Source: an optimization exercise on an open RTL-to-GDS flow (aim: small area, a short achievable clock period and few clock cycles). Production flows keep margins and buffers that such runs may drop. RTL that was checked went through simulation tests only; none was proved equivalent to the original. Power figures rest on the tool's default switching activity, not on a simulated workload.

==> run a <==
==> flow/design.v <==
module spf (
    input  wire        clk,
    input  wire        rst,
    input  wire        cmd_valid,
    output wire        cmd_ready,
    input  wire [31:0] cmd_data,
    output wire        rsp_valid,
    input  wire        rsp_ready,
    output wire [31:0] rsp_data
);
    localparam [7:0] STX      = 8'h02;
    localparam [7:0] ETX      = 8'h03;
    localparam [7:0] POS_TYPE = 8'h01;
    localparam integer LM = 2;             
    localparam integer M  = 1 << LM;       
    localparam integer LB = 7 - LM;        
    localparam integer B  = 1 << LB;       
    localparam [3:0] RC_OK  = 4'h0;
    localparam [3:0] RC_OOR = 4'h1;
    localparam [3:0] RC_ILL = 4'h2;
    localparam [3:0] RC_NFY = 4'h3;
    localparam [3:0] RC_FOK = 4'h4;
    localparam [3:0] RC_CSM = 4'h5;
    localparam [1:0] ST_IDLE = 2'd0;
    localparam [1:0] ST_RESP = 2'd1;
    localparam [1:0] ST_WAIT = 2'd2;
    localparam [1:0] WK_APP   = 2'd0;      
    localparam [1:0] WK_PEEK  = 2'd1;      
    localparam [1:0] WK_READF = 2'd2;      
    localparam [1:0] WK_SCAN  = 2'd3;      
    localparam [2:0] E_SRCH = 3'd0;        
    localparam [2:0] E_H1   = 3'd1;        
    localparam [2:0] E_H2   = 3'd2;        
    localparam [2:0] E_H3   = 3'd3;        
    localparam [2:0] E_PAY  = 3'd4;        
    localparam [2:0] E_CK   = 3'd5;        
    localparam [2:0] E_ETX  = 3'd6;        
    localparam [2:0] E_DONE = 3'd7;        
    function [LM-1:0] slot_of;
        input [6:0] x;
        slot_of = {x[LM-2:0], 1'b0} + x[6:LB];
    endfunction
    reg  [LM-1:0] phs;                      
    reg  [1:0]    st;
    reg  [1:0]    wk;
    reg  [31:0]   rsp_q;
    reg  [7:0]    q8;                       
    reg  [7:0]    rpv;                      
    reg  [7:0]    wpv;                      
    reg  [15:0]   resync_cnt;
    reg           retain;
    reg           fv;                       
    reg  [6:0]    fs;                       
    reg  [7:0]    h_st, h_ty, h_len;
    reg  [LM:0]   cp;                       
    reg           pv0, pv1;
    reg  [5:0]    pa0, pa1;                 
    reg  [7:0]    pd0, pd1;
    reg  [2:0]    eph;
    reg  [7:0]    e_base;                   
    reg  [7:0]    e_cur;                    
    reg  [7:0]    e_s;                      
    reg  [7:0]    e_nstx;                   
    reg           e_nv;
    reg  [7:0]    e_st, e_ty, e_len, e_sum;
    reg  [6:0]    e_rem;
    reg           e_ok;
    reg  [7:0]    e_r;                      
    wire [7:0]    cnt = wpv - rpv;
    wire          wr0 = pv0 && (phs == slot_of({pa0, 1'b0}));
    wire          wr1 = pv1 && (phs == slot_of({pa1, 1'b1}));
    wire          copying = (cp != {(LM+1){1'b0}});
    wire [8*B-1:0] wtap;
    wire [8*B-1:0] ftap;
    genvar gb;
    generate
        for (gb = 0; gb < B; gb = gb + 1) begin : g_bank
            reg [8*M-1:0] wl;
            reg [8*M-1:0] fl;
            wire       wwe = (gb % 2 == 0) ? (wr0 && (pa0[LB-2:0] == gb / 2))
                                           : (wr1 && (pa1[LB-2:0] == gb / 2));
            wire [7:0] wdt = (gb % 2 == 0) ? pd0 : pd1;
            wire [7:0] wtop = wwe ? wdt : wl[7:0];
            always @(posedge clk) begin
                wl <= {wtop, wl[8*M-1:8]};
                fl <= {(copying ? wtop : fl[7:0]), fl[8*M-1:8]};
            end
            assign wtap[gb*8 +: 8] = wl[7:0];
            assign ftap[gb*8 +: 8] = fl[7:0];
        end
    endgenerate
    wire [3:0]  i_op  = cmd_data[31:28];
    wire        i_rsv = |cmd_data[27:16];
    wire [15:0] i_arg = cmd_data[15:0];
    wire app_ok    = (i_op == 4'h1) && !i_rsv && (i_arg[15:8] == 8'd0);
    wire scan_ok   = (i_op == 4'h2) && (cmd_data[27:0] == 28'd0);
    wire peek_ok   = (i_op == 4'h3) && !i_rsv;
    wire cons_ok   = (i_op == 4'h4) && !i_rsv;
    wire readf_ok  = (i_op == 4'h5) && !i_rsv;
    wire rdreg_ok  = (i_op == 4'h6) && !i_rsv && (i_arg < 16'd6);
    wire wrctrl_ok = (i_op == 4'h7) && !i_rsv && (i_arg[15:1] == 15'd0);
    wire fire    = cmd_valid && (st == ST_IDLE);
    wire waiting = (st == ST_WAIT);
    wire        peek_wait = waiting && (wk == WK_PEEK);
    wire [6:0]  w_idx = peek_wait ? q8[6:0] : e_cur[6:0];
    reg  [7:0]  w_byte;
    integer     k;
    always @(*) begin
        w_byte = 8'd0;
        for (k = 0; k < B; k = k + 1)
            w_byte = w_byte | (wtap[k*8 +: 8] & {8{w_idx[LB-1:0] == k}});
    end
    wire [6:0]  rf_in = fs + i_arg[6:0];                
    wire [6:0]  f_idx = (st == ST_IDLE) ? rf_in : q8[6:0];
    reg  [7:0]  f_byte;
    always @(*) begin
        f_byte = 8'd0;
        for (k = 0; k < B; k = k + 1)
            f_byte = f_byte | (ftap[k*8 +: 8] & {8{f_idx[LB-1:0] == k}});
    end
    wire        f_here = !copying && (phs == slot_of(f_idx));
    wire        b0_hit  = pv0 && (pa0 == w_idx[6:1]);
    wire        b1_hit  = pv1 && (pa1 == w_idx[6:1]);
    wire        w_byp   = w_idx[0] ? b1_hit : b0_hit;
    wire [7:0]  w_bypd  = w_idx[0] ? pd1 : pd0;
    wire        e_byp   = w_byp;
    wire [7:0]  e_byte  = e_byp ? w_bypd : w_byte;
    wire        e_ready = (eph == E_DONE) || (e_cur == wpv);
    wire        e_avail = !peek_wait && (eph != E_DONE) && (e_cur != wpv) &&
                          (e_byp || (phs == slot_of(e_cur[6:0])));
    wire        e_isstx = (e_byte == STX);
    wire [7:0]  e_srel  = e_s - e_base;
    wire [9:0]  e_fit   = {2'b00, e_srel} + {2'b00, e_byte} + 10'd6;
    wire        e_tv    = e_nv || e_isstx;
    wire [7:0]  e_tgt   = e_nv ? e_nstx : e_cur;
    wire [31:0] scan_rsp = (eph != E_DONE) ? {RC_NFY, 28'd0} :
                           e_ok ? {RC_FOK, 3'b000, 1'b1, e_st, e_ty, e_len} :
                                  {RC_CSM, 28'd0};
    wire pfree   = wpv[0] ? (!pv1 || wr1) : (!pv0 || wr0);
    wire do_app  = pfree && ((fire && app_ok) || (waiting && wk == WK_APP));
    wire [7:0] app_byte = waiting ? q8 : cmd_data[7:0];
    wire evict   = do_app && cnt[7];
    wire do_scan = e_ready && ((fire && scan_ok) || (waiting && wk == WK_SCAN));
    wire cons_in = fire && cons_ok && (i_arg <= {8'd0, cnt});
    wire restart = evict || cons_in;
    wire [7:0] rp_new = evict ? rpv + 8'd1 : rpv + i_arg[7:0];
    wire [8:0]  flen6 = {1'b0, h_len} + 9'd6;
    assign cmd_ready = (st == ST_IDLE) && !rst;
    assign rsp_valid = (st == ST_RESP) && !rst;
    assign rsp_data  = rsp_q;
    always @(posedge clk) begin
        if (rst) begin
            phs        <= {LM{1'b0}};
            st         <= ST_IDLE;
            rpv        <= 8'd0;
            wpv        <= 8'd0;
            resync_cnt <= 16'd0;
            retain     <= 1'b0;
            fv         <= 1'b0;
            cp         <= {(LM+1){1'b0}};
            pv0        <= 1'b0;
            pv1        <= 1'b0;
            eph        <= E_SRCH;
            e_base     <= 8'd0;
            e_cur      <= 8'd0;
            e_r        <= 8'd0;
        end else begin
            phs <= phs + 1'b1;
            if (copying)
                cp <= cp - 1'b1;
            if (do_app)
                wpv <= wpv + 8'd1;
            if (do_app && !wpv[0]) begin
                pv0 <= 1'b1;
                pa0 <= wpv[6:1];
                pd0 <= app_byte;
            end else if (wr0) begin
                pv0 <= 1'b0;
            end
            if (do_app && wpv[0]) begin
                pv1 <= 1'b1;
                pa1 <= wpv[6:1];
                pd1 <= app_byte;
            end else if (wr1) begin
                pv1 <= 1'b0;
            end
            if (e_avail) begin
                case (eph)
                    E_SRCH: begin
                        if (e_isstx) begin
                            e_s  <= e_cur;
                            e_nv <= 1'b0;
                            eph  <= E_H1;
                        end
                        e_cur <= e_cur + 8'd1;
                    end
                    default: begin
                        if (!e_nv && e_isstx) begin
                            e_nv   <= 1'b1;
                            e_nstx <= e_cur;
                        end
                        e_cur <= e_cur + 8'd1;
                        case (eph)
                            E_H1: begin
                                e_st  <= e_byte;
                                e_sum <= e_byte;
                                eph   <= E_H2;
                            end
                            E_H2: begin
                                e_ty  <= e_byte;
                                e_sum <= e_sum + e_byte;
                                eph   <= E_H3;
                            end
                            E_H3: begin
                                e_len <= e_byte;
                                e_sum <= e_sum + e_byte;
                                e_rem <= e_byte[6:0];
                                eph   <= (e_byte == 8'd0) ? E_CK : E_PAY;
                            end
                            E_PAY: begin
                                e_sum <= e_sum + e_byte;
                                e_rem <= e_rem - 7'd1;
                                if (e_rem == 7'd1)
                                    eph <= E_CK;
                            end
                            E_CK: begin
                                e_ok <= (e_sum == e_byte);
                                eph  <= E_ETX;
                            end
                            default: begin    
                                eph <= E_DONE;
                            end
                        endcase
                        if ((eph == E_H3 && e_fit > 10'd128) ||
                            (eph == E_ETX && e_byte != ETX)) begin
                            e_base <= e_s + 8'd1;
                            e_r    <= e_r + 8'd1;
                            e_nv   <= 1'b0;
                            if (e_tv) begin
                                e_s   <= e_tgt;
                                e_cur <= e_tgt + 8'd1;
                                eph   <= E_H1;
                            end else begin
                                eph   <= E_SRCH;
                            end
                        end
                    end
                endcase
            end
            if (restart) begin
                eph    <= E_SRCH;
                e_base <= rp_new;
                e_cur  <= rp_new;
                e_r    <= 8'd0;
                rpv    <= rp_new;
            end
            if (do_scan) begin
                resync_cnt <= resync_cnt + {8'd0, e_r};
                e_r        <= 8'd0;
                fv         <= (eph == E_DONE) && e_ok;
                if (eph == E_DONE) begin
                    rpv    <= e_cur;
                    e_base <= e_cur;
                    eph    <= E_SRCH;
                    if (e_ok) begin
                        h_st  <= e_st;
                        h_ty  <= e_ty;
                        h_len <= e_len;
                        fs    <= e_s[6:0];
                        cp    <= M[LM:0];
                    end
                end else if (eph == E_SRCH) begin
                    if (retain && (wpv != e_base)) begin
                        rpv    <= wpv - 8'd1;
                        e_base <= wpv - 8'd1;
                    end else begin
                        rpv    <= wpv;
                        e_base <= wpv;
                    end
                end else begin
                    rpv <= e_base;
                end
            end
            case (st)
                ST_IDLE: begin
                    if (fire) begin
                        st    <= ST_RESP;
                        rsp_q <= {RC_ILL, 28'd0};
                        case (i_op)
                            4'h1: if (app_ok) begin
                                rsp_q <= {RC_OK, 28'd0};
                                if (!pfree) begin
                                    st <= ST_WAIT;
                                    wk <= WK_APP;
                                    q8 <= cmd_data[7:0];
                                end
                            end
                            4'h2: if (scan_ok) begin
                                rsp_q <= scan_rsp;
                                if (!e_ready) begin
                                    st <= ST_WAIT;
                                    wk <= WK_SCAN;
                                end
                            end
                            4'h3: if (peek_ok) begin
                                if (i_arg >= {8'd0, cnt}) begin
                                    rsp_q <= {RC_OOR, 28'd0};
                                end else begin
                                    st <= ST_WAIT;
                                    wk <= WK_PEEK;
                                    q8 <= {1'b0, rpv[6:0] + i_arg[6:0]};
                                end
                            end
                            4'h4: if (cons_ok) begin
                                if (i_arg > {8'd0, cnt})
                                    rsp_q <= {RC_OOR, 28'd0};
                                else
                                    rsp_q <= {RC_OK, 28'd0};
                            end
                            4'h5: if (readf_ok) begin
                                if (!fv || i_arg >= {7'd0, flen6}) begin
                                    rsp_q <= {RC_OOR, 28'd0};
                                end else if (i_arg[6:2] == 5'd0) begin
                                    case (i_arg[1:0])
                                        2'd0: rsp_q <= {RC_OK, 20'd0, STX};
                                        2'd1: rsp_q <= {RC_OK, 20'd0, h_st};
                                        2'd2: rsp_q <= {RC_OK, 20'd0, h_ty};
                                        default: rsp_q <= {RC_OK, 20'd0, h_len};
                                    endcase
                                end else if (f_here) begin
                                    rsp_q <= {RC_OK, 20'd0, f_byte};
                                end else begin
                                    st <= ST_WAIT;
                                    wk <= WK_READF;
                                    q8 <= {1'b0, rf_in};
                                end
                            end
                            4'h6: if (rdreg_ok) begin
                                case (i_arg[2:0])
                                    3'd0: rsp_q <= {RC_OK, 20'd0, cnt};
                                    3'd1: rsp_q <= {RC_OK, 28'd128};
                                    3'd2: rsp_q <= {RC_OK, 12'd0, resync_cnt};
                                    3'd3: rsp_q <= {RC_OK, 27'd0, retain};
                                    3'd4: rsp_q <= fv ? {RC_OK, 3'b000, 1'b1, h_st, h_ty, h_len}
                                                      : {RC_OK, 28'd0};
                                    default: rsp_q <= {RC_OK, 4'd4, POS_TYPE, ETX, STX};
                                endcase
                            end
                            4'h7: if (wrctrl_ok) begin
                                retain <= i_arg[0];
                                rsp_q  <= {RC_OK, 28'd0};
                            end
                            default: ;
                        endcase
                    end
                end
                ST_WAIT: begin
                    case (wk)
                        WK_APP: if (pfree) st <= ST_RESP;
                        WK_SCAN: if (e_ready) begin
                            rsp_q <= scan_rsp;
                            st    <= ST_RESP;
                        end
                        WK_PEEK: begin
                            if (w_byp) begin
                                rsp_q <= {RC_OK, 20'd0, w_bypd};
                                st    <= ST_RESP;
                            end else if (phs == slot_of(q8[6:0])) begin
                                rsp_q <= {RC_OK, 20'd0, w_byte};
                                st    <= ST_RESP;
                            end
                        end
                        default: if (f_here) begin    
                            rsp_q <= {RC_OK, 20'd0, f_byte};
                            st    <= ST_RESP;
                        end
                    endcase
                end
                default: begin    
                    if (rsp_ready)
                        st <= ST_IDLE;
                end
            endcase
        end
    end
endmodule
==> flow/run.sh <==
#!/bin/bash
# synth_recipe.tcl (not shown) runs the flow's synth.tcl, then flattens the netlist and writes it again
# the make line also repeats each setting of config.mk as NAME=value (left out here)
make -C /OpenROAD-flow-scripts/flow DESIGN_CONFIG=/design/flow/config.mk WORK_HOME=/design/flow/orfs CLKGATE_MAP_FILE= SYNTH_SCRIPT=/design/flow/synth_recipe.tcl finish
==> flow/config.mk <==
export PLATFORM = sky130hd
export DESIGN_NAME = spf
export DESIGN_NICKNAME = spf
export VERILOG_FILES = /design/flow/design.v
export SDC_FILE = /design/flow/constraint.sdc
export NUM_CORES = 4
export LEC_CHECK = 0
export ABC_CLOCK_PERIOD_IN_PS = 5000
export CAP_MARGIN = 20
export CORE_MARGIN = 2
export CORE_UTILIZATION = 40
export SETUP_SLACK_MARGIN = 5
export SLEW_MARGIN = 20
==> flow/constraint.sdc <==
create_clock -name core_clock -period 12.0 [get_ports {clk}]
set_input_delay 2.4000 -clock core_clock [delete_from_list [all_inputs] [get_ports {clk}]]
set_output_delay 2.4000 -clock core_clock [all_outputs]
set_load 0.01 [all_outputs]
==> inputs of run b, as changes to run a <==
--- a/flow/design.v
+++ b/flow/design.v
@@ -55,5 +55,5 @@
     reg  [LM:0]   cp;                       
-    reg           pv0, pv1;
-    reg  [5:0]    pa0, pa1;                 
-    reg  [7:0]    pd0, pd1;
+    reg           pv;                       
+    reg  [6:0]    pa;
+    reg  [7:0]    pd;
     reg  [2:0]    eph;
@@ -69,4 +69,3 @@
     wire [7:0]    cnt = wpv - rpv;
-    wire          wr0 = pv0 && (phs == slot_of({pa0, 1'b0}));
-    wire          wr1 = pv1 && (phs == slot_of({pa1, 1'b1}));
+    wire          wr_now = pv && (phs == slot_of(pa));
     wire          copying = (cp != {(LM+1){1'b0}});
@@ -79,9 +78,6 @@
             reg [8*M-1:0] fl;
-            wire       wwe = (gb % 2 == 0) ? (wr0 && (pa0[LB-2:0] == gb / 2))
-                                           : (wr1 && (pa1[LB-2:0] == gb / 2));
-            wire [7:0] wdt = (gb % 2 == 0) ? pd0 : pd1;
-            wire [7:0] wtop = wwe ? wdt : wl[7:0];
+            wire wwe = wr_now && (pa[LB-1:0] == gb);
             always @(posedge clk) begin
-                wl <= {wtop, wl[8*M-1:8]};
-                fl <= {(copying ? wtop : fl[7:0]), fl[8*M-1:8]};
+                wl <= {(wwe ? pd : wl[7:0]), wl[8*M-1:8]};
+                fl <= {(copying ? wl[7:0] : fl[7:0]), fl[8*M-1:8]};
             end
@@ -121,11 +117,7 @@
     wire        f_here = !copying && (phs == slot_of(f_idx));
-    wire        b0_hit  = pv0 && (pa0 == w_idx[6:1]);
-    wire        b1_hit  = pv1 && (pa1 == w_idx[6:1]);
-    wire        w_byp   = w_idx[0] ? b1_hit : b0_hit;
-    wire [7:0]  w_bypd  = w_idx[0] ? pd1 : pd0;
-    wire        e_byp   = w_byp;
-    wire [7:0]  e_byte  = e_byp ? w_bypd : w_byte;
+    wire        e_byp   = pv && (pa == e_cur[6:0]);
+    wire [7:0]  e_byte  = e_byp ? pd : w_byte;
     wire        e_ready = (eph == E_DONE) || (e_cur == wpv);
     wire        e_avail = !peek_wait && (eph != E_DONE) && (e_cur != wpv) &&
-                          (e_byp || (phs == slot_of(e_cur[6:0])));
+                          (phs == slot_of(e_cur[6:0]));
     wire        e_isstx = (e_byte == STX);
@@ -138,3 +130,3 @@
                                   {RC_CSM, 28'd0};
-    wire pfree   = wpv[0] ? (!pv1 || wr1) : (!pv0 || wr0);
+    wire pfree   = !pv || wr_now;
     wire do_app  = pfree && ((fire && app_ok) || (waiting && wk == WK_APP));
@@ -160,4 +152,3 @@
             cp         <= {(LM+1){1'b0}};
-            pv0        <= 1'b0;
-            pv1        <= 1'b0;
+            pv         <= 1'b0;
             eph        <= E_SRCH;
@@ -170,17 +161,9 @@
                 cp <= cp - 1'b1;
-            if (do_app)
+            if (do_app) begin
+                pv  <= 1'b1;
+                pa  <= wpv[6:0];
+                pd  <= app_byte;
                 wpv <= wpv + 8'd1;
-            if (do_app && !wpv[0]) begin
-                pv0 <= 1'b1;
-                pa0 <= wpv[6:1];
-                pd0 <= app_byte;
-            end else if (wr0) begin
-                pv0 <= 1'b0;
-            end
-            if (do_app && wpv[0]) begin
-                pv1 <= 1'b1;
-                pa1 <= wpv[6:1];
-                pd1 <= app_byte;
-            end else if (wr1) begin
-                pv1 <= 1'b0;
+            end else if (wr_now) begin
+                pv  <= 1'b0;
             end
@@ -364,4 +347,4 @@
                         WK_PEEK: begin
-                            if (w_byp) begin
-                                rsp_q <= {RC_OK, 20'd0, w_bypd};
+                            if (pv && pa == q8[6:0]) begin
+                                rsp_q <= {RC_OK, 20'd0, pd};
                                 st    <= ST_RESP;
ABC_CLOCK_PERIOD_IN_PS = unset   (was 5000)
SETUP_SLACK_MARGIN = unset   (was 5)
==> comparison table <==
| metric | run b | run a |
|---|---|---|
| Outcome | timing/DRC/antenna clean | timing/DRC/antenna clean |
| Number of flops mapped to enable cells by yosys | 142 | 155 |
| Last element of the critical path | e_s[0]$_DFFE_PP_ | rsp_q[4]$_DFFE_PP_ |
| Share of the core filled with cells in the final layout | 0.467 | 0.472 |
| Fin worst setup slack | 3.64 ns | 5.04 ns |
| Die Width | 416 µm | 416 µm |
| Antenna violations before repair | 44 | 12 |
| ClkCell Share | 0.0927 | 0.0903 |
| Leakage power figure | 31.7 nW | 31.5 nW |
| Crit-path slowest cell | sky130_fd_sc_hd__mux2i_1 | sky130_fd_sc_hd__or3_4 |
| Cell-internal power | 11.8 mW | 11.9 mW |
| Data required time at the worst endpoint | 12.51 ns | 12.61 ns |
| Routed length on met2 | 119,000 µm | 105,000 µm |
| Proportion of total power due to net switching | 0.252 | 0.230 |
| Sequential element share of the synthesized area | 0.686 | 0.691 |
| Register share of the cell area | 0.591 | 0.589 |
| Met3 wirelength from detailed routing | 21,300 µm | 19,000 µm |
| Iteration-0 DRC Markers | 5,678 | 4,922 |
| Clock distribution power | 6.88 mW | 6.79 mW |
| Post-synthesis average cell area | 11.8 µm² | 13.2 µm² |
| Adder-cell share of the synthesized area | 0.0190 | 0.0192 |
| Power density over cell area | 200 nW/µm² | 193 nW/µm² |
| Flop-to-flop setup slack | 3.64 ns | 5.19 ns |
| Non-filler instance count after layout | 8,320 | 7,824 |
Testbench counts of run b, summed over its fixed seeds: cycles 295,223.
Only the layout flow was run in run a; the RTL was not checked for function there.

## what the ideal ports hide
No port has a modelled driver above. Below, the same layouts with a new extraction and two added sets of constraints.
Step 1 sets driving cells, clkbuf_16 on the clock port and buf_2 on the other inputs (assumed; they add their load-dependent delay and slew).
Step 2 also shifts input and output timing later by t, the mid clock arrival at the registers, as if the neighbouring blocks saw the same clock.
Three values: ideal ports, drivers, drivers and shift; two values: the first two.
run	shift t [ns]	setup slack, ns	slew at the worst register clock pin (ns)	cell pins on the clock port's net
run a	0.937	5.042 / 5.097 / 4.160	0.07 / 0.07	1
run b	0.948	3.644 / 3.644 / 3.644	0.07 / 0.07	1
After both steps setup and hold are still met in every run listed. The setup slack of run a, which loses most, moves by +0.055 ns with the drivers and by -0.882 ns with both steps.
